Context: an optimization exercise on an open-source flow, tuned for small area and a short achievable clock period. The choices shown serve that exercise and are no tape-out recipe.
In this exercise RTL edits were held to simulation tests only and were not proved equivalent to the original.
Power and IR drop assume default switching activity.

==> flow/design.v <==
module wavegen (
    input  wire        clk,
    input  wire        rst,             
    input  wire [7:0]  cmd,
    input  wire        cmd_valid,
    output wire        cmd_ready,
    output reg         pin,
    output wire        running,
    output wire [31:0] freq_out,
    output wire [31:0] inc_out,
    output wire [7:0]  duty_high_out,
    output wire [7:0]  duty_low_out
);
    localparam [20:0] F_MAX = 21'd1_250_000;   
    localparam [34:0] NUM   = 35'd1_562_500;   
    reg [20:0] freq8;        
    reg        inc_sel;
    reg [3:0]  duty_j;       
    reg        run;
    reg        ready;
    reg [20:0] rem_r;        
    reg [13:0] quo;          
    reg [3:0]  dcnt;         
    reg [13:0] clkdiv_m1;    
    reg [13:0] tick_cnt;
    reg [3:0]  pattern_j;
    reg [3:0]  fq0, fq1, fq2, fq3;   
    reg [2:0]  fifo_cnt;
    reg [3:0]  cur_j;
    reg [3:0]  osr_rem;
    wire [11:0] lo_is, lo_il, lo_ds, lo_dl;
    wavegen_addk #(.W(11), .K(11'd125),  .SUB(0)) u_is (.a(freq8[10:0]), .s(lo_is));
    wavegen_addk #(.W(11), .K(11'd1250), .SUB(0)) u_il (.a(freq8[10:0]), .s(lo_il));
    wavegen_addk #(.W(11), .K(11'd125),  .SUB(1)) u_ds (.a(freq8[10:0]), .s(lo_ds));
    wavegen_addk #(.W(11), .K(11'd1250), .SUB(1)) u_dl (.a(freq8[10:0]), .s(lo_dl));
    wire [9:0]  hi_p, hi_m;
    assign hi_p[0] = 1'b1;
    assign hi_m[0] = 1'b1;
    genvar gi;
    generate
        for (gi = 1; gi < 10; gi = gi + 1) begin : g_hi
            assign hi_p[gi] = hi_p[gi-1] &  freq8[10+gi];
            assign hi_m[gi] = hi_m[gi-1] & !freq8[10+gi];
        end
    endgenerate
    wire [3:0] sat = {freq8[20:8] < 13'd5,
                      freq8[20:7] == 14'd0,
                      freq8[20:9] >= 12'd2439,
                      &(freq8 | ~F_MAX)};
    wire [21:0] rem2 = {rem_r, quo[13]};
    wire [21:0] flip;            
    wire        qbit;            
    wavegen_sub22 u_div (.a(rem2), .b({1'b0, freq8}), .x(flip), .nb(qbit));
    wire        dload = !ready && dcnt == 4'd14;
    wire        dstep = !ready && dcnt[3:1] != 3'b111;    
    always @(posedge clk) begin
        if (dload) begin
            rem_r <= NUM[34:14];
            quo   <= NUM[13:0];
        end else begin
            rem_r <= rem2[20:0] ^ ({21{qbit}} & flip[20:0]);
            if (dstep)
                quo <= {quo[12:0], qbit};
        end
    end
    wire [3:0] j_step = (duty_j == 4'd9) ? 4'd1 : duty_j + 4'd1;
    wire [5:0] dh = (duty_j == 4'd1) ? 6'd5  : (duty_j == 4'd2) ? 6'd10 :
                    (duty_j == 4'd3) ? 6'd15 : (duty_j == 4'd4) ? 6'd20 :
                    (duty_j == 4'd5) ? 6'd25 : (duty_j == 4'd6) ? 6'd30 :
                    (duty_j == 4'd7) ? 6'd35 : (duty_j == 4'd8) ? 6'd40 : 6'd45;
    wire [5:0] dl = (duty_j == 4'd1) ? 6'd45 : (duty_j == 4'd2) ? 6'd40 :
                    (duty_j == 4'd3) ? 6'd35 : (duty_j == 4'd4) ? 6'd30 :
                    (duty_j == 4'd5) ? 6'd25 : (duty_j == 4'd6) ? 6'd20 :
                    (duty_j == 4'd7) ? 6'd15 : (duty_j == 4'd8) ? 6'd10 : 6'd5;
    wire tz   = tk_b;               
    wire [13:0] tick_dec;
    wire        tk_b;
    wavegen_addk #(.W(14), .K(14'd1), .SUB(1)) u_tk (.a(tick_cnt), .s({tk_b, tick_dec}));
    wire rz   = (osr_rem == 4'd0);
    wire pull = tz & rz;
    wire push = !fifo_cnt[2];
    reg [3:0] head;
    always @(*) begin
        case (fifo_cnt[1:0])
            2'd3:    head = fq1;
            2'd2:    head = fq2;
            2'd1:    head = fq3;
            default: head = fq0;
        endcase
    end
    wire pin_tick = rz ? 1'b0 : (osr_rem <= cur_j);
    always @(posedge clk) begin
        if (!run) begin
            tick_cnt <= clkdiv_m1;
            osr_rem  <= 4'd0;
            fifo_cnt <= 3'd0;
        end else begin
            tick_cnt <= tz ? clkdiv_m1 : tick_dec;
            if (tz)
                osr_rem <= rz ? 4'd9 : osr_rem - 4'd1;
            if (push && !pull)
                fifo_cnt <= fifo_cnt + 3'd1;
            else if (pull && !push)
                fifo_cnt <= fifo_cnt - 3'd1;
        end
        if (pull)
            cur_j <= head;
        if (push) begin
            fq3 <= pattern_j;
            fq2 <= fq3;
            fq1 <= fq2;
            fq0 <= fq1;
        end
    end
    wire [20:0] freq8_d;
    wire        inc_sel_d, run_d, ready_d, pin_d, div_load;
    wire [3:0]  duty_j_d;
    wire [3:0]  dcnt_d;
    wavegen_late u_late (
        .rst(rst), .cmd(cmd), .cmd_valid(cmd_valid),
        .ready(ready), .run(run), .pin(pin), .inc_sel(inc_sel),
        .freq8(freq8), .lo_is(lo_is), .lo_il(lo_il), .lo_ds(lo_ds), .lo_dl(lo_dl),
        .hi_p(hi_p), .hi_m(hi_m), .sat(sat),
        .duty_j(duty_j), .j_step(j_step),
        .dcnt(dcnt), .tz(tz), .pin_tick(pin_tick),
        .freq8_d(freq8_d), .inc_sel_d(inc_sel_d), .duty_j_d(duty_j_d),
        .run_d(run_d), .ready_d(ready_d), .dcnt_d(dcnt_d), .pin_d(pin_d),
        .div_load(div_load)
    );
    always @(posedge clk) begin
        freq8   <= freq8_d;
        inc_sel <= inc_sel_d;
        duty_j  <= duty_j_d;
        run     <= run_d;
        ready   <= ready_d;
        dcnt    <= dcnt_d;
        pin     <= pin_d;
        if (div_load) begin
            clkdiv_m1 <= quo;
            pattern_j <= duty_j;
        end
    end
    assign cmd_ready     = ready;
    assign running       = run;
    assign freq_out      = {8'd0, freq8, 3'd0};
    assign inc_out       = inc_sel ? 32'd10_000 : 32'd1_000;
    assign duty_high_out = {1'b0, dh, 1'b0};
    assign duty_low_out  = {1'b0, dl, 1'b0};
endmodule
module wavegen_late (
    input  wire        rst,
    input  wire [7:0]  cmd,
    input  wire        cmd_valid,
    input  wire        ready,
    input  wire        run,
    input  wire        pin,
    input  wire        inc_sel,
    input  wire [20:0] freq8,
    input  wire [11:0] lo_is, lo_il, lo_ds, lo_dl,
    input  wire [9:0]  hi_p, hi_m,
    input  wire [3:0]  sat,
    input  wire [3:0]  duty_j, j_step,
    input  wire [3:0]  dcnt,
    input  wire        tz,
    input  wire        pin_tick,
    output wire [20:0] freq8_d,
    output wire        inc_sel_d,
    output wire [3:0]  duty_j_d,
    output wire        run_d,
    output wire        ready_d,
    output wire [3:0]  dcnt_d,
    output wire        pin_d,
    output wire        div_load
);
    localparam [20:0] F_MIN = 21'd125;
    localparam [20:0] F_MAX = 21'd1_250_000;
    localparam [20:0] F_RST = 21'd2_500;
    wire acc     = cmd_valid & ready & (cmd[3:1] == 3'b000);
    wire c_fr    = acc & (cmd[7:5] == 3'b001);             
    wire c_sel   = acc & (cmd[7:4] == 4'h4);
    wire acc0    = acc & !cmd[0];
    wire c_start = acc0 & (cmd[7:4] == 4'h1);
    wire c_step  = acc0 & (cmd[7:4] == 4'h5);
    wire c_sync  = acc0 & (cmd[7:4] == 4'h6);
    wire c_stop  = acc0 & (cmd[7:4] == 4'h7);
    wire dec     = cmd[4];
    wire sel     = cmd[0];
    reg [11:0] lo;
    reg        sat_x;
    always @(*) begin
        case ({dec, sel})
            2'b00:   begin lo = lo_is; sat_x = sat[0]; end
            2'b01:   begin lo = lo_il; sat_x = sat[1]; end
            2'b10:   begin lo = lo_ds; sat_x = sat[2]; end
            default: begin lo = lo_dl; sat_x = sat[3]; end
        endcase
    end
    wire        cy    = lo[11];
    wire [9:0]  hi    = freq8[20:11] ^ ({10{cy & !dec}} & hi_p | {10{cy & dec}} & hi_m);
    wire [20:0] f_new = sat_x ? (dec ? F_MIN : F_MAX) : {hi, lo[10:0]};
    assign freq8_d   = rst ? F_RST : c_fr ? f_new : freq8;
    assign inc_sel_d = rst ? 1'b1 : c_sel ? sel : inc_sel;
    assign duty_j_d  = rst ? 4'd5 : c_step ? j_step : duty_j;
    assign run_d     = !rst & (c_start | (run & !c_stop));
    assign ready_d   = !rst & !c_fr & (ready | dcnt == 4'd15);
    assign dcnt_d    = (rst | c_fr) ? 4'd14 : dcnt - 4'd1;
    assign pin_d     = rst ? 1'b0 :
                       !run ? (c_start | pin) :
                       (tz & !c_stop) ? pin_tick : pin;
    assign div_load  = !run | c_sync | c_stop;    
endmodule
module wavegen_addk #(parameter W = 8, parameter [W-1:0] K = 0, parameter SUB = 0) (
    input  wire [W-1:0] a,
    output wire [W:0]   s
);
    wire [W:0] c;
    assign c[0] = 1'b0;
    genvar i;
    generate
        for (i = 0; i < W; i = i + 1) begin : g
            assign s[i] = a[i] ^ K[i] ^ c[i];
            if (SUB == 0)
                assign c[i+1] = K[i] ? (a[i] | c[i]) : (a[i] & c[i]);
            else
                assign c[i+1] = K[i] ? (!a[i] | c[i]) : (!a[i] & c[i]);
        end
    endgenerate
    assign s[W] = c[W];
endmodule
module wavegen_sub22 (
    input  wire [21:0] a,
    input  wire [21:0] b,
    output wire [21:0] x,
    output wire        nb
);
    wire [22:0] c;               
    assign c[0] = 1'b0;
    genvar i;
    generate
        for (i = 0; i < 22; i = i + 1) begin : g
            wire p = a[i] ^ b[i];
            assign x[i]   = b[i] ^ c[i];
            assign c[i+1] = p ? b[i] : c[i];
        end
    endgenerate
    assign nb = !c[22];
endmodule
Settings: LEC_CHECK=0, CAP_MARGIN=20, CORE_MARGIN=2, CORE_UTILIZATION=70, CTS_BUF_LIST=sky130_fd_sc_hd__clkbuf_4, SLEW_MARGIN=20; clock period 60.0 ns.
standard.sh (not shown) runs the stock make flow with config.mk's settings and CLKGATE_MAP_FILE= SYNTH_SCRIPT=/design/flow/synth_recipe.tcl, a recipe that flattens the netlist after the stock synthesis.
==> flow/flow/run.sh <==
#!/bin/bash
# Layout flow: the standard ORFS flow (standard.sh) with the settings in
# flow/extra.mk added on top of the standard flow's config.mk:
#  - SETUP_SLACK_MARGIN: repair_timing keeps working until every path has this
#    much slack at the design's clock period, so the gates on the paths from
#    the inputs and to the outputs get sized and buffered for speed;
#  - ADDER_MAP_FILE empty: Yosys does not extract half/full adder cells, so
#    ABC maps the (ripple) arithmetic to plain gates, which is smaller here;
#  - BUFFER_PORTS_ARGS: the cell the port buffers start from.
# The clock period, constraints and synthesis script are the standard flow's.
set -euo pipefail
W=$(pwd)
{ echo "include $W/config.mk"; cat flow/extra.mk; } > "$W/flow_config.mk"
sed "s#DESIGN_CONFIG=[^ ]*#DESIGN_CONFIG=$W/flow_config.mk#" standard.sh > flow_standard.sh
bash flow_standard.sh > flow_make.log 2>&1
==> flow/flow/extra.mk <==
export SETUP_SLACK_MARGIN = 46.3
export ADDER_MAP_FILE =
export BUFFER_PORTS_ARGS = -buffer_cell sky130_fd_sc_hd__buf_2
export SKIP_REPAIR_TIE_FANOUT = 1
Next try:
--- a/flow/design.v
+++ b/flow/design.v
@@ -69,8 +69,5 @@
                     (duty_j == 4'd5) ? 6'd25 : (duty_j == 4'd6) ? 6'd30 :
                     (duty_j == 4'd7) ? 6'd35 : (duty_j == 4'd8) ? 6'd40 : 6'd45;
-    wire [5:0] dl = (duty_j == 4'd1) ? 6'd45 : (duty_j == 4'd2) ? 6'd40 :
-                    (duty_j == 4'd3) ? 6'd35 : (duty_j == 4'd4) ? 6'd30 :
-                    (duty_j == 4'd5) ? 6'd25 : (duty_j == 4'd6) ? 6'd20 :
-                    (duty_j == 4'd7) ? 6'd15 : (duty_j == 4'd8) ? 6'd10 : 6'd5;
+    wire [5:0] dl = 6'd50 - dh;
     wire tz   = tk_b;               
     wire [13:0] tick_dec;
The changed run ran to the end with no violations.
Sequential share of layout area came out lower by 0.85 points.
Cell area came out higher by 2.2%.
Combinational power came out lower by 4.2%.
Total power came out lower by 3.8%.
Synthesized cell count came out lower by 0.72%.

port drivers added, routing unchanged:
No port has a modelled driver above. Below, the same layouts with a new extraction and two added sets of constraints. Step 1 assumes that a clkbuf_16 drives the clock port and a buf_2 every other input. Step 2 moves the port delays by t, midway between the first and last clock arrival at a register: inputs arrive t later, outputs are due t later. That takes back most of the time a late clock gives input paths. Slacks: ideal / step 1 / step 2; pairs: ideal / step 1.
| run | t, ns | slack for setup (ns) | hold WS [ns] | cell pins on the clock port's net |
|---|---|---|---|---|
| the first run | 0.550 | 46.337 / 46.347 / 45.798 | 0.437 / 0.437 / 0.437 | 1 |
| the second run | 0.557 | 46.329 / 46.254 / 45.697 | 0.414 / 0.414 / 0.414 | 1 |
After both steps setup and hold are still met in every run listed. The setup slack of the second run, which loses most, moves by -0.075 ns with the drivers and by -0.632 ns with both steps.
